From an optimization exercise on the open Yosys and OpenROAD flow, aimed at small area, a short achievable clock period and few clock cycles; shortcuts taken in it are not production practice. Only simulation tests tie the RTL to the original design; equivalence was not proved. Power and IR drop assume default switching activity.

===== design/flow/config.mk =====
export PLATFORM = sky130hd
export DESIGN_NAME = od_client
export DESIGN_NICKNAME = od_client
export VERILOG_FILES = /design/flow/design.v
export SDC_FILE = /design/flow/constraint.sdc
export NUM_CORES = 4
export LEC_CHECK = 0
export ABC_AREA = 0
export CAP_MARGIN = 20
export CORE_MARGIN = 2
export CORE_UTILIZATION = 55
export CTS_BUF_LIST = sky130_fd_sc_hd__clkbuf_8
export SETUP_SLACK_MARGIN = 2.85
export SLEW_MARGIN = 20

===== design/flow/design.v =====
module crc16_byte (
    input  wire [15:0] crc,
    input  wire [7:0]  din,
    output wire [15:0] nxt
);
    wire [7:0] x = crc[15:8] ^ din;
    wire [7:0] y = x ^ {4'd0, x[7:4]};
    assign nxt = {crc[7:0], 8'd0} ^ {y[3:0], 12'd0} ^ {3'd0, y, 5'd0} ^ {8'd0, y};
endmodule
module od_client (
    input  wire        clk,
    input  wire        rst,
    input  wire        cmd_valid,
    output reg         cmd_ready,
    input  wire        cmd_write,
    input  wire [15:0] cmd_idx,
    input  wire [7:0]  cmd_sub,
    input  wire [2:0]  cmd_wid,
    input  wire        cmd_sgn,
    input  wire [31:0] cmd_val,
    input  wire [31:0] cmd_tmo,
    output reg         tx_valid,
    output reg  [7:0]  tx_data,
    output reg         tx_last,
    input  wire        tx_ready,
    input  wire        txr_valid,
    input  wire        txr_ok,
    output reg         txr_ready,
    input  wire        rx_valid,
    input  wire [7:0]  rx_data,
    output reg         rx_ready,
    input  wire        tick,
    output reg         res_valid,
    output reg  [3:0]  res_kind,
    output reg  [2:0]  res_cause,
    output reg  [31:0] res_info,
    output reg  [31:0] res_val,
    input  wire        res_ready
);
    localparam [7:0] START    = 8'h7E;
    localparam [7:0] ESC      = 8'h7D;
    localparam [7:0] OP_READ  = 8'h01;
    localparam [7:0] OP_WRITE = 8'h02;
    localparam [3:0] K_OK = 4'd0, K_FRAME = 4'd1, K_TIMEOUT = 4'd2,
                     K_PROTO = 4'd3, K_DEVICE = 4'd4, K_WRFAIL = 4'd9,
                     K_CMD = 4'd10;
    localparam [2:0] FE_MARKER = 3'd1, FE_TRUNC = 3'd2, FE_CRC = 3'd4;
    localparam [2:0] PE_OPCODE = 3'd1, PE_SHAPE = 3'd2, PE_WIDTH = 3'd3;
    localparam [2:0] CE_OPERAND = 3'd3;
    localparam [2:0] R_START = 3'd0, R_OPC = 3'd1, R_LEN = 3'd2,
                     R_PAY = 3'd3, R_CLO = 3'd4, R_CHI = 3'd5;
    reg        txing;        
    reg        txend;        
    reg        zpend;        
    reg        wr;
    reg        w1, w2;       
    reg        sgn;
    reg [31:0] tmr;
    reg [3:0]  k;            
    reg        escp;         
    reg        cur_res;      
    reg [2:0]  rph;
    reg        escf;
    reg        rxany;
    reg [7:0]  rem;          
    reg        lo_ok;
    reg [7:0]  rq;
    reg        q_tk;         
    reg        opc_bad;
    reg        len_short;
    reg        len_bad;
    reg        abt_nz;       
    reg [15:0] crc;
    function is_res(input [7:0] b);
        is_res = (b == START) || (b == ESC);
    endfunction
    wire cmd_take = cmd_valid && cmd_ready;
    wire cmd_bad  = !((cmd_wid == 3'd1) || (cmd_wid == 3'd2) || (cmd_wid == 3'd4)) ||
                    (cmd_tmo == 32'd0);
    wire [7:0] cur     = res_info[7:0];
    wire       tx_adv  = txing && (!tx_valid || tx_ready);
    wire       tx_done = txend && tx_valid && tx_ready;   
    wire rx_take    = rx_valid && rx_ready;
    wire q_cont = q_tk && (rph != R_START) && (escf || (rq != ESC));
    wire q_opc  = q_cont && (rph == R_OPC);
    wire q_len  = q_cont && (rph == R_LEN);
    wire q_pay  = q_cont && (rph == R_PAY);
    wire q_clo  = q_cont && (rph == R_CLO);
    wire q_body = q_opc || q_len || q_pay;
    reg [2:0] rph_n;
    reg       escf_n;
    reg [7:0] rem_n;
    always @(*) begin
        rph_n  = rph;
        escf_n = escf;
        rem_n  = rem;
        if (q_tk) begin
            if (rph == R_START) begin
                rph_n = R_OPC;       
            end else begin
                escf_n = !escf && (rq == ESC);
                if (q_opc) rph_n = R_LEN;
                if (q_len) begin
                    rem_n = rq;
                    rph_n = (rq == 8'd0) ? R_CLO : R_PAY;
                end
                if (q_pay) begin
                    rem_n = rem - 8'd1;
                    if (rem == 8'd1) rph_n = R_CLO;
                end
                if (q_clo) rph_n = R_CHI;
            end
        end
    end
    wire lo_ok_n = q_clo ? (crc[7:0] == rq) : lo_ok;
    wire rx_content = escf_n || (rx_data != ESC);
    wire [7:0] fill = {8{sgn & rq[7]}};
    wire [15:0] crc_nxt;
    crc16_byte u_crc (.crc(crc), .din(rx_ready ? rq : cur), .nxt(crc_nxt));
    wire crc_ok = lo_ok_n && (crc[15:8] == rx_data);
    wire dev_err  = !opc_bad && !len_short && abt_nz;
    wire read_ok  = !opc_bad && !len_short && !abt_nz && !len_bad && !wr;
    reg [3:0] pre_kind;
    reg [2:0] pre_cause;
    always @(*) begin
        pre_kind = K_OK; pre_cause = 3'd0;
        if (opc_bad)        begin pre_kind = K_PROTO;  pre_cause = PE_OPCODE; end
        else if (len_short) begin pre_kind = K_PROTO;  pre_cause = PE_SHAPE;  end
        else if (abt_nz)    begin pre_kind = K_DEVICE; pre_cause = 3'd0;      end
        else if (len_bad)   begin pre_kind = K_PROTO;  pre_cause = wr ? PE_SHAPE : PE_WIDTH; end
    end
    task fail(input [3:0] kind, input [2:0] cause);
        begin
            zpend     <= 1'b1;
            res_kind  <= kind;
            res_cause <= cause;
            rx_ready  <= 1'b0;
        end
    endtask
    always @(posedge clk) begin
        if (rst) begin
            cmd_ready <= 1'b1;
            txing     <= 1'b0;
            txend     <= 1'b0;
            zpend     <= 1'b0;
            tx_valid  <= 1'b0;
            txr_ready <= 1'b0;
            rx_ready  <= 1'b0;
            res_valid <= 1'b0;
            q_tk      <= 1'b0;
        end else begin
            rph   <= rph_n;
            escf  <= escf_n;
            rem   <= rem_n;
            lo_ok <= lo_ok_n;
            if (res_valid && res_ready) begin
                res_valid <= 1'b0;
                cmd_ready <= 1'b1;
            end
            if (cmd_take) begin
                cmd_ready <= 1'b0;
                wr        <= cmd_write;
                w1        <= cmd_wid[0];
                w2        <= cmd_wid[1];
                sgn       <= cmd_sgn;
                tmr       <= cmd_tmo;
                res_info  <= {cmd_idx, (cmd_write ? 8'd3 + {5'd0, cmd_wid} : 8'd3),
                              (cmd_write ? OP_WRITE : OP_READ)};
                res_val   <= {cmd_val[23:0], cmd_sub};
                rem       <= cmd_val[31:24];
                k         <= cmd_write ? 4'd7 + {1'b0, cmd_wid} : 4'd7;
                escp      <= 1'b0;
                cur_res   <= 1'b0;
                crc       <= 16'd0;
                tx_data   <= START;
                tx_last   <= 1'b0;
                if (cmd_bad) begin
                    fail(K_CMD, CE_OPERAND);
                end else begin
                    txing    <= 1'b1;
                    tx_valid <= 1'b1;
                end
            end
            if (tx_adv) begin
                tx_valid <= 1'b1;
                if (!escp && cur_res) begin
                    tx_data <= ESC;
                    escp    <= 1'b1;
                end else begin
                    tx_data <= cur;
                    escp    <= 1'b0;
                    k       <= k - 4'd1;
                    if (k >= 4'd3) crc <= crc_nxt;
                    if (k == 4'd3) begin
                        res_info[15:0] <= crc_nxt;
                        cur_res <= is_res(crc_nxt[7:0]);
                    end else begin
                        res_info <= {res_val[7:0], res_info[31:8]};
                        res_val  <= {rem, res_val[31:8]};
                        cur_res  <= is_res(res_info[15:8]);
                    end
                    if (k == 4'd1) begin
                        tx_last <= 1'b1;
                        txing   <= 1'b0;
                        txend   <= 1'b1;
                    end
                end
            end else if (tx_valid && tx_ready) begin
                tx_valid <= 1'b0;
            end
            if (tx_done) begin
                txend     <= 1'b0;
                txr_ready <= 1'b1;
            end
            if (txr_valid && txr_ready) begin
                txr_ready <= 1'b0;
                rph       <= R_START;
                escf      <= 1'b0;
                rxany     <= 1'b0;
                crc       <= 16'd0;
                if (txr_ok) rx_ready <= 1'b1;
                else        fail(K_WRFAIL, 3'd0);
            end
            rq    <= rx_data;
            q_tk  <= rx_take;
            if (q_body) crc <= crc_nxt;
            if (q_opc) opc_bad <= (rq != (wr ? OP_WRITE : OP_READ));
            if (q_len) begin
                k         <= 4'd0;
                len_short <= (rq < 8'd4);
                len_bad   <= (rq != (wr ? 8'd4 : w1 ? 8'd5 : w2 ? 8'd6 : 8'd8));
            end
            if (q_pay) begin
                if (!k[3]) k <= k + 4'd1;
                if (!k[2] && !k[3]) begin
                    res_info <= {rq, res_info[31:8]};
                    abt_nz   <= (abt_nz && k != 4'd0) || (rq != 8'd0);
                end
                if (k[2] && !k[3]) begin
                    if (w1)      res_val <= {fill, fill, fill, rq};
                    else if (w2) res_val <= {fill, fill, rq, res_val[15:8]};
                    else         res_val <= {rq, res_val[31:8]};
                end
            end
            if (rx_ready && (rph == R_CLO || rph == R_CHI) && !q_body) begin
                res_kind  <= pre_kind;
                res_cause <= pre_cause;
                if (!dev_err) res_info <= 32'd0;
                if (!read_ok) res_val  <= 32'd0;
            end
            if (zpend) begin
                zpend     <= 1'b0;
                res_valid <= 1'b1;
                res_info  <= 32'd0;
                res_val   <= 32'd0;
            end
            if (rx_take) begin
                rxany <= 1'b1;
                if (rph_n == R_START) begin
                    if (rx_data != START) fail(K_FRAME, FE_MARKER);
                end else if (rph_n == R_CHI && rx_content) begin
                    rx_ready <= 1'b0;
                    if (crc_ok) res_valid <= 1'b1;
                    else        fail(K_FRAME, FE_CRC);
                end
            end else if (rx_ready && tick) begin
                tmr <= tmr - 32'd1;
                if (tmr == 32'd1) begin
                    if (rxany) fail(K_FRAME, FE_TRUNC);
                    else       fail(K_TIMEOUT, 3'd0);
                end
            end
        end
    end
endmodule

===== design/flow/constraint.sdc =====
create_clock -name core_clock -period 5.0 [get_ports {clk}]
set_input_delay 1.0000 -clock core_clock [delete_from_list [all_inputs] [get_ports {clk}]]
set_output_delay 1.0000 -clock core_clock [all_outputs]
set_load 0.01 [all_outputs]

===== design/flow/standard.sh =====
#!/bin/bash
# synth_recipe.tcl (not shown) runs the flow's synth.tcl, then flattens the netlist and writes it again
# the make line also repeats each setting of config.mk as NAME=value (left out here)
make -C /OpenROAD-flow-scripts/flow DESIGN_CONFIG=/design/flow/config.mk WORK_HOME=/design/flow/orfs CLKGATE_MAP_FILE= SYNTH_SCRIPT=/design/flow/synth_recipe.tcl "${@:-finish}"

===== design/flow/flow/run.sh =====
#!/bin/bash
# The standard layout, with plain buffers (buf_2) on the ports instead of the
# delay cells that buffer_ports picks by default. Every port still gets its
# own buffer.
set -euo pipefail
bash standard.sh "BUFFER_PORTS_ARGS=-buffer_cell sky130_fd_sc_hd__buf_2" finish > standard.log 2>&1

==> summary.txt <==
GRT
  – Largest net degree at the start of global routing: 101
  – GRT overflow: 0
  – First-pass GRT wire length: 63100 um
  – Vias in the first global route: 11100
  – All-layer global routing usage: 0.379
  – Initial antenna violation count: 0

Pwr
  – Power Density: 272 nW/um2
  – Net Sw Frac: 0.349
  – Part of the power in the clock network: 0.249
  – Combinational share of power: 0.318
  – Max VDD drop: 0.000199 V
  – Internal power: 2.89 mW
  – Leakage: 6.53 nW
  – NetSw: about 1.5 mW
  – Total power: 4.44 mW
  – Sequential share of power: 0.433

Critical path
  – Capturing point of the worst reg2reg path: res_kind[0]
  – Crit-path cells: nor2_1 -> and3_1 -> nand4_1 -> a211oi_4 -> nor4_4 -> buf_6 -> a2111o_1
  – Critical path's largest stage delay: 0.53 ns
  – Critical Path RT: 5.24 ns
  – Worst Setup SP: rph[1]
  – CP bufs+invs: 1
  – Flop2flop setup slack: 2.35 ns
  – Crit path launch type: flip-flop
  – Setup Crit Path Kind: flip-flop to flip-flop
  – Crit path max fanout: 8
  – Delay-heaviest family, CP: simple AND/OR/NAND/NOR gates
  – Worst setup EP type: flip-flop
  – Worst R2R Start: rph[1]
  – R2R cell count: 7
  – Slowest CP cell: edfxtp_1
  – Worst Path Arrival: 2.88 ns

Die
  – # IOs: 195
  – Core Box Area: 19500 um2
  – Die Height: 145 um
  – Total die area: 21100 um2
  – Initial Util: 0.562
  – Rows: slightly above 50
  – Die X-Extent: approximately 150 um

Clocking
  – Worst skew pair latency: 0.50 ns
  – CTS Buf Count: 17
  – Clock Sinks: 173
  – CTS hold repair buffers: 0
  – TritonCTS clock tree: built
  – CTS Buffer Depth: 2
  – CTS H-tree lvls: 4
  – CTS Root Cell: clkbuf_8
  – Clk slew on worst S/H paths: 0.10 ns

Routing
  – Wire length on met2: a little over 20000 um
  – WL final: approximately 47000 um
  – Met3 WL: 6560 um
  – Wl on met1: 16500 um
  – Highest metal used: met4
  – Final antenna-violating net count: 0
  – Avg WL per Cell: between 20 and 30 um
  – DRC violations left: 0
  – Via density: 6.84
  – DR vias: between 10000 and 15000
  – DR pass1 iterations: 9
  – Initial DRC Count: 1716

Hold path
  – Worst Hold Endpoint: txend
  – Hold Path Stages: 1
  – HP Start: txend
  – Hold Crit Class: flip-flop to flip-flop

Logic synthesis
  – Post-synth top area share: 0.448
  – Ys async rst share: 0
  – Register area share after synthesis: 0.465
  – Synth Register Bits: ~170
  – Most common cell in the netlist: nand2_1
  – Commonest cells post-synth: 206 x nand2_1, 164 x edfxtp_1, 120 x nor2_1
  – Top cells by area, synth: edfxtp_1 45%, nand2_1 7.0%, nor2_1 4.1%
  – Mapped Avg Cell Area: 9.15 um2
  – Main flop type after synthesis: edfxtp_1
  – Syn_nets: 1322
  – Post-Synthesis Cells: 1200
  – Post-synth EDFFs: about 160
  – Synth cell types: 76
  – Synth Cell Area: 11000 um2
  – Cell taking the most area after synthesis: edfxtp_1
  – Syn. warnings: 1

Layout
  – Final Non-Filler Cells: 1848
  – Layout cells sized above 1: 0.466
  – Inserted Diodes: 0
  – Nets: 1692
  – Final Cell Area: 16300 um2
  – Layout area overhead: 48.7%
  – FILL cells: about 1100
  – Finished Core Util: 0.836

STA
  – Max transition margin: 0.378
  – Final Cycle Share: 0.530
  – RSZ-0062 raised after global routing: yes
  – Setup_tns: 0 ns
  – Worst Tran Pin Value: 0.934 ns
  – Worst Clk Skew: 0.0169 ns
  – Fin. Hold Viols: 0
  – Fmax: 378 MHz
  – Final setup vio count: 0
  – Tmin final: 2.65 ns
  – Final Max Slew Viols: 0

Run status
  – Status: no timing/DRC/antenna violations

Flow run
  – MaxCap Viol Count: 0

Place
  – Hpwl dp: 24300 um
  – Port buffer count: 194
  – Final Wtd Congestion: a little under 0.9
  – Area after DPL: ~13000 um2
  – Placed instance count: 1591
-- layout make-up --
class	count	area [um2]	share of cell area
Sequential cell	173	5110	0.313
Multi-Input combinational cell	932	7270	0.445
Timing Repair Buffer	424	3110	0.190
Clock inverter	15	188	0.0115
Clock buffer	17	234	0.0143
Tap cell	265	332	0.0203
Inverter	22	86.3	0.00529
-- stage by stage --
stage	setup WS, ns	hold WS (ns)
floorplan	1.59	0.472
global placement	1.70	0.483
detailed placement	1.63	0.500
CTS	2.52	0.526
global route	2.29	0.544
finish	2.35	0.528
-- state kept, by name (all words and copies together) (netlist names), 3 cells and up --
register / cells
res_info: 32
res_val: 32
tmr: 32
crc: 16
rem: 8
rq: 8
tx_data: 8
k: 4
res_kind: 4
res_cause: 3
rph: 3
-- power by group through the flow --
stage	sequential (mW)	combinational [mW]	clock, mW
after floorplan	1.92	0.584	0
after global placement	1.97	0.821	0
after detailed placement	1.97	0.837	0
after CTS	1.91	1.12	1.08
after global routing	1.93	1.47	1.15
final	1.93	1.41	1.11
-- cells in the final DEF (no fill, tap or decap), drive strengths merged, types with 13 or more instances in the layout --
master,instances
nor2,122
edfxtp,164
xor2,20
o211ai,34
clkbuf,21
and3,14
a221oi,16
xnor2,30
a211oi,28
a311oi,13
inv,27
buf,420
mux2i,19
o21ai,71
a21oi,78
nor4,24
nand3,49
nor3,29
nand2,207
-- kinds of logic after synthesis --
family	count (synthesis)	share of synthesized area
simple gates	504	0.215
buf+inv	102	0.0362
compound gates	329	0.202
flops	173	0.465
mux	30	0.0286
fa+ha+maj	12	0.0137
xor+xnor	50	0.0399
-- worst reg2reg max path, cell delays in order, from the launching register on --
cell      delay [ns]
edfxtp_1        0.53
nor2_1          0.43
and3_1          0.29
nand4_1         0.23
a211oi_4        0.39
nor4_4          0.08
buf_6           0.16
a2111o_1        0.30
-- how the worst max path moves through the flow --
stage               cells after the start          end  slack [ns]
floorplan                               1       crc[0]        1.59
global placement                        7  res_val[17]        1.70
detailed placement                      7  res_val[17]        1.63
CTS                                     5      tmr[29]        2.52
global route                            7  res_kind[0]        2.29
finish                                  7  res_kind[0]        2.35
-- per-layer routing --
metal / vias up / GRT usage
li1: 5264 / -
met1: 5933 / 0.510
met2: 1192 / 0.583
met3: 259 / 0.102
met5: - / 0
met4: 0 / 0.157
-- timing repair --
| item | CTS | global route |
|---|---|---|
| endpoints found under the setup margin | 168 | 170 |
| gates resized for setup | 151 | 168 |
| setup buffers | 133 | 77 |
| pin swaps | 74 | 70 |
| gates cloned | 8 | 7 |
Testbench counts, summed over its fixed seeds: cycles 7,284.

[re-timing with driven ports]
The flow's constraints put no driver on any port. The routed layout listed below was extracted and timed again, unchanged, in two steps. Step 1 sets driving cells, clkbuf_16 on the clock port and buf_2 on the other inputs (assumed; they add their load-dependent delay and slew). Step 2 times the ports against the registers' clock, not the clock port: input delays grow and output delays shrink by t, the midpoint of the rising clock arrivals with the driver on. Slacks: ideal / step 1 / step 2; pairs: ideal / step 1.
t (ns): 0.534
setup WS [ns]: 2.352 / 2.352 / 1.969
clock arrival spread, ns: 0.017 / 0.017
worst slew at a driven data input, ns: 0.08
After both steps this run still meets setup and hold. The setup slack of this run moves by 0.000 ns with the drivers and by -0.383 ns with both steps.
